Source: an optimization exercise on an open RTL-to-GDS flow (aim: small area). Production flows keep margins and buffers that such runs may drop. At most, simulation tests tie the RTL to the original design; equivalence was not proved. Power figures rest on the tool's default switching activity, not on a simulated workload.

## run A
## smcore_monitor
module smcore_monitor (
    input  wire        clk,
    input  wire        rst,             
    input  wire        ms_tick,         
    input  wire        start,           
    input  wire        clear_latch,     
    input  wire [47:0] ain,             
    input  wire [3:0]  din,             
    input  wire [15:0] cfg_gain,
    input  wire [15:0] cfg_offset,
    input  wire [15:0] cfg_z1,
    input  wire [15:0] cfg_z2,
    input  wire [15:0] cfg_z3,
    input  wire [15:0] cfg_z4,
    input  wire [15:0] cfg_prox,
    input  wire [3:0]  cfg_ai_en,
    input  wire [3:0]  cfg_di_en,
    input  wire [3:0]  cfg_di_high,
    input  wire        cfg_auto_reset,
    output wire        ready,
    output reg         done,
    output wire        relay,
    output wire        indicator,
    output wire [2:0]  safety_status,
    output wire [4:0]  zone_status,
    output reg         prox_alert,
    output reg  [3:0]  safety_error,
    output reg  [47:0] ai_mv,           
    output wire [3:0]  di_status
);
==> flow/config.mk <==
export PLATFORM = sky130hd
export DESIGN_NAME = smcore_monitor
export DESIGN_NICKNAME = smcore_monitor
export VERILOG_FILES = /design/flow/design.v
export SDC_FILE = /design/flow/constraint.sdc
export NUM_CORES = 4
export LEC_CHECK = 0
export CAP_MARGIN = 20
export CORE_MARGIN = 2
export CORE_UTILIZATION = 60
export PLACE_DENSITY = 0.75
export SLEW_MARGIN = 20
==> flow/constraint.sdc <==
create_clock -name core_clock -period 17.0 [get_ports {clk}]
set_input_delay 3.4000 -clock core_clock [delete_from_list [all_inputs] [get_ports {clk}]]
set_output_delay 3.4000 -clock core_clock [all_outputs]
set_load 0.01 [all_outputs]
standard.sh (not shown) runs the stock make flow with config.mk's settings and CLKGATE_MAP_FILE= SYNTH_SCRIPT=/design/flow/synth_recipe.tcl, a recipe that flattens the netlist after the stock synthesis.
==> flow/flow/run.sh <==
#!/bin/bash
# Layout flow: the standard ORFS flow (standard.sh), with two changes:
#  - ports are buffered with the smallest buffer (sky130_fd_sc_hd__buf_1)
#  - clock tree: clkbuf_8 leaf clusters of at most 16 sinks, no dummy loads
# The full make/OpenROAD/Yosys output goes to flow_make.log in this folder.
set -euo pipefail
export BUFFER_PORTS_ARGS="-buffer_cell sky130_fd_sc_hd__buf_1"
export CTS_ARGS="-sink_clustering_enable -repair_clock_nets -dont_use_dummy_load -buf_list sky130_fd_sc_hd__clkbuf_8 -sink_clustering_size 16 -sink_clustering_max_diameter 60"
bash standard.sh > flow_make.log 2>&1
The following lists how run B was set up differently from run A:
--- a/flow/design.v
+++ b/flow/design.v
@@ -103,16 +103,16 @@
     end
     wire inact = (acc1 < 12'd100);       
     reg  [47:0] ring;
     wire        rwr = s1act & ((a3 == 6'd47) | (a3 <= 6'd10));
     wire [3:0]  rwc = {4{rwr}} & (4'd1 << ch1[1:0]);
     always @(posedge clk)
-        ring <= {ring[46:36], rwc[3] ? ~xb : ring[35],
-                 ring[34:24], rwc[2] ? ~xb : ring[23],
-                 ring[22:12], rwc[1] ? ~xb : ring[11],
-                 ring[10:0],  rwc[0] ? ~xb : ring[47]};
+        ring <= {ring[46:36], rwc[3] ? xb : ring[35],
+                 ring[34:24], rwc[2] ? xb : ring[23],
+                 ring[22:12], rwc[1] ? xb : ring[11],
+                 ring[10:0],  rwc[0] ? xb : ring[47]};
     reg  [10:0] U;
     reg         inact1;
     wire        s3act = busy & (a3 <= 6'd32);
     wire        t3z   = (a3 == 6'd0);
     wire        uld   = s1act & (a3 == 6'd47);
     reg        bv;
@@ -399,13 +399,13 @@
             if (!busy && clear_latch)
                 latch <= 1'b0;
             if (pub) begin
                 for (i = 0; i < 4; i = i + 1)
                     if (good[i])
                         for (k = 0; k < 12; k = k + 1)
-                            ai_mv[12*i + k] <= ~ring[rpos(i, k)];
+                            ai_mv[12*i + k] <= ring[rpos(i, k)];
                 di_prev  <= (cfg_di_en & din) | (~cfg_di_en & di_prev);
                 di_state <= dsn;
                 if (agg == 3'd2) begin
                     rel   <= 1'b1;
                     latch <= 1'b1;
                 end else if (agg == 3'd0) begin
Results
The global router's overall resource usage in run B was lower than what run A gave.
Run A has higher post-synthesis to final-layout area growth than run B.
Relative to run A, number of distinct standard cells referenced by the synthesized netlist decreased by 4 in run B.
Run B vs. run A: synthesized cell count climbed 0.85%, combined area of all synthesized cells climbed 1.4%.
Sort run B and run A by area of all placed cells without fillers, ascending, and run A comes first.
Relative to run A, the worst max-slew margin expressed relative to the limit of run B is lower by 3.3 points.
From run A to run B the numbers moved as follows: critical path arrival -0.48 ns; clock network fraction of design power moved down.
Ratio of final minimum period to clock period: run B vs run A down 2.5 points
Run B vs. run A: final total power closely matched the old numbers, switching portion of total power increased by 0.23 points relative to the old numbers.
Function not checked in run B: the RTL went through the layout flow alone.

---

Another version of the RTL of smcore_monitor (not shown whole).
For scale: about 1400 cells after synthesis, ~250 I/O pins, about 0.016 sq mm of cells after synthesis.
export LEC_CHECK = 0
export CAP_MARGIN = 20
export CORE_MARGIN = 2
export CORE_UTILIZATION = 60
export CTS_BUF_LIST = sky130_fd_sc_hd__clkbuf_16
export CTS_CLUSTER_DIAMETER = 80
export CTS_CLUSTER_SIZE = 24
export PLACE_DENSITY = 0.75
export SLEW_MARGIN = 20
create_clock -name core_clock -period 17.0 [get_ports {clk}]
run.sh (not shown) runs the stock make flow with config.mk's settings and CLKGATE_MAP_FILE= SYNTH_SCRIPT=/design/flow/synth_recipe.tcl, a recipe that flattens the netlist after the stock synthesis.
Stock flow here: none of the scripts above is used.
Rerun with:
--- a/flow/design.v
+++ b/flow/design.v
@@ -108,18 +108,18 @@
     reg        bv;
     wire [2:0] usel  = t3z ? up : upq;
     wire       uin   = (a3 <= 6'd7) ? X[usel] : (a3 <= 6'd10) & upq[a3[1:0]];
     wire       c1015 = (a3 < 6'd10) & (a3 != 6'd3);
     wire       bvin  = ~t3z & bv;
     wire [1:0] dv    = {1'b0, c1015} - {1'b0, uin} - {1'b0, bvin};
     wire       vb    = dv[0];
     reg  [15:0] accP;
-    wire [15:0] pa3 = {accP[15:1], accP[0] & ~t3z};
-    wire [15:0] pb3 = (s3act & vb) ? cfg_offset : 16'd0;
+    wire [15:0] pa3 = t3z ? 16'd0 : accP;
+    wire [15:0] pb3 = vb ? cfg_offset : 16'd0;
     wire [16:0] c3;
     wire [16:0] sum3;
     assign c3[0] = 1'b0;
     genvar gi;
     generate for (gi = 0; gi < 16; gi = gi + 1) begin : fa3
         assign sum3[gi]  = pa3[gi] ^ pb3[gi] ^ c3[gi];
         assign c3[gi+1]  = (pa3[gi] & pb3[gi]) | (pa3[gi] & c3[gi]) | (pb3[gi] & c3[gi]);
     end endgenerate
@@ -182,17 +182,17 @@
     wire step = act5 & ~fin5;
     wire signed [7:0] hx = $signed({2'b00, c5}) - (noh ? 8'sd47 : 8'sd31) - {ei[6], ei};
     wire eok   = (a3 >= 6'd33) | (a3 < 6'd18);
     wire hact  = step & (nrm | noh) & eok & (hx >= 8'sd0) & (hx <= 8'sd8);
     wire hfst  = hact & (hx == 8'sd8);
     wire hb    = hfst | (hact & ef[hx[2:0]]);
     wire mr    = R[24] & hs & step;
     wire m     = mr & nrm;
-    wire [24:0] ra5 = {R[23:18] & {6{~hfst}}, R[17:0], 1'b0};
+    wire [24:0] ra5 = hfst ? 25'd0 : {R[23:0], 1'b0};
     wire [15:0] rb5 = hb ? cfg_gain : 16'd0;
     wire [25:0] c5c;
     wire [24:0] Rn;
     assign c5c[0] = 1'b0;
     genvar g5;
     generate for (g5 = 0; g5 < 25; g5 = g5 + 1) begin : fa5
         if (g5 < 16) begin : f
             assign Rn[g5]    = ra5[g5] ^ rb5[g5] ^ c5c[g5];
@@ -277,36 +277,34 @@
             aer[ch5] <= aerr;
         end
     end
     reg  [31:0] ur;
     reg  [4:0]  P;
     reg  [5:0]  A;
     reg         cu;
     wire [5:0]  Pn   = {1'b0, P} + {5'd0, ms_tick};
-    wire        ab   = A[0];             
+    wire        ab   = (ph < 5'd6) & A[ph[2:0]];
     wire        uo   = ur[31] & ~zeroing;
     wire        cuin = ~phz & cu;
     wire [1:0]  us   = {1'b0, uo} + {1'b0, ab} + {1'b0, cuin};
     always @(posedge clk) begin
         if (rst) begin
             ph      <= 5'd0;
             zeroing <= 1'b1;
             P       <= 5'd0;
             A       <= 6'd0;
         end else begin
             ph <= ph + 5'd1;
             if (ph31) begin
                 zeroing <= 1'b0;
                 A       <= Pn;
                 P       <= 5'd0;
-            end else begin
-                A       <= {1'b0, A[5:1]};
-                P       <= Pn[4:0];
-            end
+            end else
+                P <= Pn[4:0];
         end
         ur <= {ur[30:0], us[0]};
         cu <= us[1];
     end
     reg         rd, rdp;
     reg  [4:0]  S;
     reg         cn;
     wire        sb   = (ph < 5'd5) & S[ph[2:0]];
Worst setup slack is better by 550 ps.
Maximum frequency goes up by about 5%.
Register-to-register slack is better by 550 ps.
Sequential power goes up by about 5%.
Synthesized area goes up by 1.9%.
Count of clock-buffer cells in the layout goes up by 1.
Flip-flop and latch count does not change.
First-iteration DRC count goes up by 8.1%.
Non-clock buffer count goes up by 1.

separate check: timing with driven ports:
How much do the figures lean on ideal ports? The routed layouts below were timed once more, with nothing changed but the port constraints.
Step 1 (the two cells are an assumption about what drives the block):
set clk [get_ports {clk}]
set_driving_cell -lib_cell sky130_fd_sc_hd__clkbuf_16 $clk
set_driving_cell -lib_cell sky130_fd_sc_hd__buf_2 [delete_from_list [all_inputs] $clk]
Step 2 times the ports against the registers' clock, not the clock port: input delays grow and output delays shrink by t, the midpoint of the rising clock arrivals with the driver on.
Three values: no drivers, after step 1, after step 2; two values: the first two.
run | shift t [ns] | setup WS [ns] | worst slew at a driven data input, ns
run A | 0.577 | 6.049 / 6.049 / 6.049 | 0.06
run B | 0.578 | 6.468 / 6.468 / 6.468 | 0.05
the first run of note 2 | 0.579 | 6.129 / 6.129 / 5.661 | 0.06
the second run of note 2 | 0.591 | 6.676 / 6.676 / 6.136 | 0.09
After both steps every run listed still meets setup and hold. The setup slack of the second run of note 2, which loses most, moves by 0.000 ns with the drivers and by -0.540 ns with both steps.
